Background: an optimization exercise with open tools, aiming at small area, a short achievable clock period and few clock cycles per item. Do not read the settings as production practice.
Where RTL was checked, it was by simulation tests only, not by an equivalence proof against the original.
No activity file was given, so power comes from the tool's default toggle rates.

## fpc_sink
module fpc_sink (
    input  wire        clk,
    input  wire        rst,
    input  wire        in_valid,
    output wire        in_ready,
    input  wire [31:0] in_data,       
    input  wire [2:0]  in_nbytes,     
    input  wire        in_sop,        
    input  wire        in_eop,        
    input  wire        in_fd,         
    input  wire        in_keep,       
    output reg         out_valid,
    input  wire        out_ready,
    output wire [10:0] out_apid,
    output wire [2:0]  out_ver,
    output wire        out_type,
    output wire        out_shf,
    output wire [1:0]  out_sf,
    output wire [13:0] out_cnt,
    output wire [16:0] out_len,
    output wire [31:0] out_rx,
    output wire        out_short,
    output wire        out_long,
    output wire        out_no_trailer,
    output reg         out_crc_fail,
    output reg         out_saved,
    output wire [15:0] out_crc_rx,
    output wire [15:0] out_crc_calc,
    output wire        out_fd,
    output wire        out_group_end,
    output reg  [31:0] cnt_saved,
    output reg  [31:0] cnt_crcfail
);
Settings: LEC_CHECK=0, CAP_MARGIN=20, CORE_MARGIN=2, CORE_UTILIZATION=40, SLEW_MARGIN=20; clock period 8.0 ns.
run.sh (not shown) runs the stock make flow with config.mk's settings and CLKGATE_MAP_FILE= SYNTH_SCRIPT=/design/flow/synth_recipe.tcl, a recipe that flattens the netlist after the stock synthesis.
==> next run, changes <==
- ABC_CLOCK_PERIOD_IN_PS: not set -> 3000
- SETUP_SLACK_MARGIN: not set -> 5
Effect:
- register-to-register slack improves by 1.6 ns
- global-route usage went up by 1.4 points
- total power went up by about a fifth
- synthesized area does not change
- final cell count went up by a few percent
- final area went up by roughly a tenth
- clock-buffer cell count went down by 3
- routed wire length went up by a little under a tenth
- worst setup slack improves by 1.6 ns
- via count went up by a few percent
No functional check of the RTL was part of any run of this note.

## v6
fpc_sink, a different RTL version from the one above (not shown whole).
Size: roughly 290 flip-flops, roughly 230 I/O pins, ~19000 sq um of cells after synthesis.
clock: 8.0 ns
lec_check: 0
abc_area: 1
cap_margin: 20
core_margin: 2
core_utilization: 40
setup_slack_margin: 5.0
slew_margin: 20
standard.sh (not shown) runs the stock make flow with config.mk's settings and CLKGATE_MAP_FILE= SYNTH_SCRIPT=/design/flow/synth_recipe.tcl, a recipe that flattens the netlist after the stock synthesis.
==> flow/flow/run.sh <==
#!/bin/bash
# Standard layout, with the port buffers made from a plain buffer cell
# (buffer_ports otherwise picks the delay cell clkdlybuf4s50_1).
set -euo pipefail
export BUFFER_PORTS_ARGS="-buffer_cell sky130_fd_sc_hd__buf_2"
bash standard.sh > standard_flow.log 2>&1
The following lists how v7 was set up differently from v6:
# v6
export LEC_CHECK = 0
export ABC_AREA = 1
export CAP_MARGIN = 20
export CORE_MARGIN = 2
export CORE_UTILIZATION = 40
export SETUP_SLACK_MARGIN = 5.0
export SLEW_MARGIN = 20
create_clock -name core_clock -period 8.0 [get_ports {clk}]
# v7
export LEC_CHECK = 0
export ABC_CLOCK_PERIOD_IN_PS = 3300
export CAP_MARGIN = 20
export CORE_MARGIN = 2
export CORE_UTILIZATION = 40
export SETUP_SLACK_MARGIN = 4.9
export SLEW_MARGIN = 20
create_clock -name core_clock -period 8.0 [get_ports {clk}]
Notes after the runs:
- The minimum clock period after layout reported for v7 is greater than that of v6 by 0.088 ns.
- Summary of v7 over v6: die span in x decreased by 6.5% relative to the old numbers; sum of routed wire length over all layers decreased by 20% relative to the old numbers; share of the synthesized area in compound gates (AO/OA/AOI/OAI) increased by 1.6 points relative to the old numbers; design area decreased by 9.6% relative to the old numbers; total power decreased by 0.083 mW relative to the old numbers.
- v7 reached the end of the flow, and the finished layout is clean on the timing, design-rule and antenna checks.
- Across both runs, area share of fa/ha/maj cells after synthesis was higher for v7 than for v6.
Function was not checked in any run of this note: the RTL went through the layout flow alone.

oak:
Another version of the RTL of fpc_sink (not shown whole).
Size: about 2,000 cells after synthesis, roughly 230 I/O pins, about 0.017 sq mm of cells after synthesis.
// fpc_sink
module fpc_sink (
    input  wire        clk,
    input  wire        rst,
    input  wire        in_valid,
    output wire        in_ready,
    input  wire [31:0] in_data,       
    input  wire [2:0]  in_nbytes,     
    input  wire        in_sop,        
    input  wire        in_eop,        
    input  wire        in_fd,         
    input  wire        in_keep,       
    output reg         out_valid,
    input  wire        out_ready,
    output wire [10:0] out_apid,
    output wire [2:0]  out_ver,
    output wire        out_type,
    output wire        out_shf,
    output wire [1:0]  out_sf,
    output wire [13:0] out_cnt,
    output wire [16:0] out_len,
    output wire [31:0] out_rx,
    output wire        out_short,
    output wire        out_long,
    output wire        out_no_trailer,
    output reg         out_crc_fail,
    output reg         out_saved,
    output wire [15:0] out_crc_rx,
    output wire [15:0] out_crc_calc,
    output wire        out_fd,
    output wire        out_group_end,
    output reg  [31:0] cnt_saved,
    output reg  [31:0] cnt_crcfail
);
    function [15:0] crc_rem48(input [47:0] v);
        reg [47:0] r;
        integer k;
        begin
            r = v;
            for (k = 47; k >= 16; k = k - 1)
                if (r[k])
                    r[k-16 +: 17] = r[k-16 +: 17] ^ 17'h11021;
            crc_rem48 = r[15:0];
        end
  ...
export LEC_CHECK = 0
export ABC_CLOCK_PERIOD_IN_PS = 3300
export CAP_MARGIN = 20
export CORE_MARGIN = 2
export CORE_UTILIZATION = 40
export SETUP_SLACK_MARGIN = 5.0
export SLEW_MARGIN = 20
create_clock -name core_clock -period 8.0 [get_ports {clk}]
run.sh (not shown) runs the stock make flow with config.mk's settings and CLKGATE_MAP_FILE= SYNTH_SCRIPT=/design/flow/synth_recipe.tcl, a recipe that flattens the netlist after the stock synthesis.
Stock flow here: none of the scripts above is used.
oak: PASS, flow complete, no timing, DRC or antenna violations
### oak -> pine
Settings: changing SETUP_SLACK_MARGIN from 5.0 to 4.7.
Results
- Compared with oak, pine shows a lower required time at the endpoint of the critical path.
- The synthesis-to-layout area growth number comes out lower for pine vs oak.
- oak -> pine: number of violations of the max-capacitance limit flat
- In terms of worst hold margin, oak and pine differ only marginally.
- Worst reg2reg path depth: pine vs oak down 1
- Critical path endpoint = hdr[8]$_DFFE_PP_: oak; critical path endpoint = len[4]$_DFFE_PP_: pine
No functional check of the RTL was part of any run of this note.

== red ==
Another version of the RTL of fpc_sink (not shown whole).
Size: roughly 1,800 cells after synthesis, roughly 300 flip-flops.
==> flow/config.mk <==
export PLATFORM = sky130hd
export DESIGN_NAME = fpc_sink
export DESIGN_NICKNAME = fpc_sink
export VERILOG_FILES = /design/flow/design.v
export SDC_FILE = /design/flow/constraint.sdc
export NUM_CORES = 4
export LEC_CHECK = 0
export ABC_CLOCK_PERIOD_IN_PS = 3300
export CAP_MARGIN = 20
export CORE_MARGIN = 2
export CORE_UTILIZATION = 55
export SETUP_SLACK_MARGIN = 5.0
export SLEW_MARGIN = 20
==> flow/constraint.sdc <==
create_clock -name core_clock -period 8.0 [get_ports {clk}]
set_input_delay 1.6000 -clock core_clock [delete_from_list [all_inputs] [get_ports {clk}]]
set_output_delay 1.6000 -clock core_clock [all_outputs]
set_load 0.01 [all_outputs]
standard.sh (not shown) runs the stock make flow with config.mk's settings and CLKGATE_MAP_FILE= SYNTH_SCRIPT=/design/flow/synth_recipe.tcl, a recipe that flattens the netlist after the stock synthesis.
Scripts as last shown in full above: flow/flow/run.sh
red has completed all stages; timing, DRC and antenna checks passed.
Testbench counts of red, summed over its fixed seeds: cycles 102,698, bytes 368,401.
Input-level comparison between blue and red:
-- flow/config.mk --
<<< red, line 10
export CORE_MARGIN = 2
export CORE_UTILIZATION = 55
export SETUP_SLACK_MARGIN = 5.0
>>> blue, line 10
export CORE_MARGIN = 2
export CORE_UTILIZATION = 40
export SETUP_SLACK_MARGIN = 5.0
### Flow results
Looking at final routed wirelength across all metal layers across blue and red, the one that comes out higher is blue. On share of the final layout cell area in sequential cells, blue tracks red almost exactly. blue: final design area excluding fillers is 0.42% higher than what red reported.

-- afterwards: timing with drivers on the ports --
Ports are ideal in the flow. The routed layouts listed here were re-timed in OpenROAD. Step 1 assumes that a clkbuf_16 drives the clock port and a buf_2 every other input. Step 2, shift: input delay + t, output delay - t, t = (earliest + latest rising clock arrival at the registers) / 2. This alone moves slack from input paths to output paths. Three values: ideal, step 1, step 2; two values: the first two.
| run | shift t [ns] | setup WS [ns] | clock arrival spread, ns |
|---|---|---|---|
| the first run of note 1 | 0.599 | 2.958 / 2.958 / 2.430 | 0.027 / 0.027 |
| the second run of note 1 | 0.586 | 4.514 / 4.456 / 3.870 | 0.016 / 0.016 |
| v6 | 0.615 | 5.048 / 4.988 / 4.493 | 0.027 / 0.027 |
| v7 | 0.590 | 4.960 / 4.906 / 4.460 | 0.021 / 0.022 |
| oak | 0.595 | 5.022 / 4.972 / 4.459 | 0.025 / 0.026 |
| pine | 0.607 | 4.719 / 4.685 / 4.131 | 0.018 / 0.018 |
| red | 0.557 | 5.051 / 5.014 / 4.598 | 0.015 / 0.015 |
| blue | 0.592 | 5.081 / 5.063 / 4.603 | 0.015 / 0.016 |
After both steps every run listed still meets setup and hold. The setup slack of the second run of note 1, which loses most, moves by -0.058 ns with the drivers and by -0.644 ns with both steps.
